Background: an optimization exercise with open tools, aiming at small area, a short achievable clock period and few clock cycles. Do not read the settings as production practice. Function was checked by simulation only, so behaviour that the tests miss may differ from the original. Power and IR drop assume default switching activity.

sierra:
Design softsynth_core, start of the top module:
module softsynth_core (
    input  wire        clk,
    input  wire        rst,             
    input  wire        cmd_valid,
    output wire        cmd_ready,
    input  wire [31:0] cmd,
    input  wire [15:0] cfg_attack_ms0,
    input  wire [15:0] cfg_decay_ms0,
    input  wire [15:0] cfg_release_ms0,
    input  wire [15:0] cfg_sustain0,
    input  wire [15:0] cfg_attack_ms1,
    input  wire [15:0] cfg_decay_ms1,
    input  wire [15:0] cfg_release_ms1,
    input  wire [15:0] cfg_sustain1,
    output reg  [15:0] out_sample,
    output reg         out_valid,
    output wire [31:0] out_rsp,
    output wire [7:0]  fault_code,
    output wire        fault
);
Size in the first run: about 5100 cells after synthesis, roughly 510 flip-flops, roughly 220 I/O pins.
clock: 12.0 ns
lec_check: 0
cap_margin: 20
core_margin: 2
core_utilization: 40
slew_margin: 20
standard.sh (not shown) runs the stock make flow with config.mk's settings and CLKGATE_MAP_FILE= SYNTH_SCRIPT=/design/flow/synth_recipe.tcl, a recipe that flattens the netlist after the stock synthesis.
==> flow/flow/run.sh <==
#!/bin/bash
set -euo pipefail
bash standard.sh SETUP_SLACK_MARGIN=7 "BUFFER_PORTS_ARGS=-buffer_cell sky130_fd_sc_hd__buf_4" finish > make_finish.log 2>&1
sierra has completed all stages; timing, DRC and antenna checks passed.
Testbench counts of sierra, summed over its fixed seeds: cycles 71,491.
Setup changes, sierra to pepper
-- flow/design.v --
<<< sierra, line 303
    wire        w_neg = rs_go || (st_c3 && sreg == 3'd0);
    wire        w_V   = st_r2 || (st_c1 && ticks_j == 22'd0) || st_c6;
    wire        w_qr  = (rs_go && st_r3) || (st_c3 && sreg == 3'd0 && s_j != 3'd0) || st_dw;
    wire        w_r   = st_c6 || st_r2;
    wire [21:0] b_T   = T48;
    wire [15:0] b_t   = st_r2 ? T48[15:0] : treg[15:0];
    wire [15:0] b_tsb = st_r3 ? b_t : tt;
    wire [16:0] b_rmt = {1'b0, b_rm} - {1'b0, b_tsb};
    wire [17:0] c_chk = {2'b0, mR} + {rmt_j[16], rmt_j};
    wire        b_c   = st_c6 && !c_chk[17];
>>> pepper, line 303
    wire        w_neg = rs_go || (st_c3 && sreg == 3'd0);
    wire        w_V   = st_r2 || (st_c1 && ticks_j == 22'd0) || st_c6;
    wire        w_qr  = st_dw;
    wire        w_r   = st_c6 || st_r2;
    wire [21:0] b_T   = T48;
    wire [15:0] b_t   = st_r2 ? T48[15:0] : treg[15:0];
    wire [16:0] b_rmt = {1'b0, mR} - {1'b0, tt};
    wire [17:0] c_chk = {2'b0, mR} + {rmt_j[16], rmt_j};
    wire        b_c   = st_c6 && !c_chk[17];
<<< sierra, line 315
    wire [14:0] b_V   = st_c6 ? v_wr : (st_r2 && !rs_zero) ? vol_j : to_j;
    wire        neg_v = jv ? neg1 : neg0;
    wire [14:0] b_qs  = st_dw ? ({15{neg_v}} ^ {5'd0, mA[9:0]}) : {15{neg_j}};
    wire [15:0] b_rm  = (st_dw || st_c6) ? mR : st_r2 ? 16'd0 : {1'b0, M_j};
    wire fin = (rs_go && (rs_zero || st_r3)) || (st_dw && !rc) ||
               (st_c1 && ticks_j == 22'd0) || st_c6;
    wire sv_d0 = c_set_vol && sel0 && (tag0 == T_DECAY);
>>> pepper, line 314
    wire [14:0] b_V   = st_c6 ? v_wr : (st_r2 && !rs_zero) ? vol_j : to_j;
    wire        neg_v = jv ? neg1 : neg0;
    wire [14:0] b_qs  = {15{neg_v}} ^ {5'd0, mA[9:0]};
    wire [15:0] b_rm  = st_r2 ? 16'd0 : mR;
    wire fin = (rs_go && rs_zero) || (st_dw && !rc) ||
               (st_c1 && ticks_j == 22'd0) || st_c6;
    wire sv_d0 = c_set_vol && sel0 && (tag0 == T_DECAY);
<<< sierra, line 375
            st_div <= (st_div && !last_div) || (rs_go && !rs_zero && !st_r3) ||
                      (st_c3 && sreg == 3'd0 && s_j == 3'd0);
            st_dw  <= last_div;
            st_c1  <= last_mul && msus && rc;
            st_c2  <= st_c1 && ticks_j != 22'd0;
            st_c3  <= st_c2 || (st_c3 && sreg != 3'd0);
            st_c5  <= (st_dw && rc) || (st_c3 && sreg == 3'd0 && s_j != 3'd0);
            st_mul <= st_s1 || st_c5 || (st_mul && !last_mul);
            st_c6  <= last_mul && !msus;
>>> pepper, line 374
            st_div <= (st_div && !last_div) || (rs_go && !rs_zero && !st_r3) ||
                      (st_c3 && sreg == 3'd0 && s_j == 3'd0);
            st_dw  <= last_div || (rs_go && st_r3) || (st_c3 && sreg == 3'd0 && s_j != 3'd0);
            st_c1  <= last_mul && msus && rc;
            st_c2  <= st_c1 && ticks_j != 22'd0;
            st_c3  <= st_c2 || (st_c3 && sreg != 3'd0);
            st_c5  <= st_dw && rc;
            st_mul <= st_s1 || st_c5 || (st_mul && !last_mul);
            st_c6  <= last_mul && !msus;
<<< sierra, line 440
                mB[5:0] <= st_r2 ? {1'b0, T48[21:17]} : {1'b0, treg[21:17]};
            end else begin
                mR  <= dv_R;
                mA  <= dv_A;
                cnt <= dv_c;
            end
>>> pepper, line 439
                mB[5:0] <= st_r2 ? {1'b0, T48[21:17]} : {1'b0, treg[21:17]};
            end else begin
                mR  <= st_r3 ? {1'b0, M_j} : dv_R;
                mA  <= st_r3 ? 15'd0 : dv_A;
                cnt <= dv_c;
            end
<<< sierra, line 458
            end else begin
                mB  <= mR;
                mR  <= dv_R;
                mA  <= dv_A;
                cnt <= dv_c;
            end
>>> pepper, line 457
            end else begin
                mB  <= mR;
                mR  <= (s_j != 3'd0) ? {1'b0, M_j} : dv_R;
                mA  <= (s_j != 3'd0) ? 15'd0 : dv_A;
                cnt <= dv_c;
            end
## What came out
pepper gives less largest clock skew in the final design than sierra did. Summary — share of the final layout cell area in sequential cells, pepper relative to sierra: higher, by 0.82 points. Delta (pepper minus sierra): post-route fraction of the period consumed by the critical path decreased by 5.6 points relative to the old numbers; final critical-path required period -0.67 ns. Between sierra and pepper, count of buffering cells on the critical path with inverters included decreased. Per the comparison of pepper with sierra, global-route usage shows an increase of 0.51 points; cell area after layout lost about 3.2%. Global routing usage on met2 (higher): sierra. Higher final-layout worst hold slack was reported by sierra, not pepper. NOTE: static power due to leakage in pepper falls short of that of sierra. Count of clock-buffer cells in the layout, sierra and pepper, lower one = sierra. Logic depth of the worst path, buffers included sits lower in pepper than in sierra.
Testbench counts of pepper, summed over its fixed seeds: cycles 71,491.

-- what the ideal ports hide --
Ports are ideal in the flow. The routed layouts listed here were re-timed in OpenROAD.
Step 1: set_driving_cell puts a clkbuf_16 on clk and a buf_2 on each other input, an assumption about the parent block.
Step 2 times the ports against the registers' clock, not the clock port: input delays grow and output delays shrink by t, the midpoint of the rising clock arrivals with the driver on.
Three values: ideal ports, drivers, drivers and shift; two values: the first two.
run | shift t [ns] | setup WS [ns] | worst data-port slew with drivers (ns) | pins driven straight from the clock port
sierra | 0.742 | 6.363 / 6.363 / 6.363 | 0.17 | 1
pepper | 0.732 | 7.034 / 7.034 / 6.443 | 0.09 | 1
After both steps setup and hold are still met in every run listed. For pepper, which loses most, drivers alone change the setup slack by 0.000 ns; drivers and shift together by -0.591 ns.
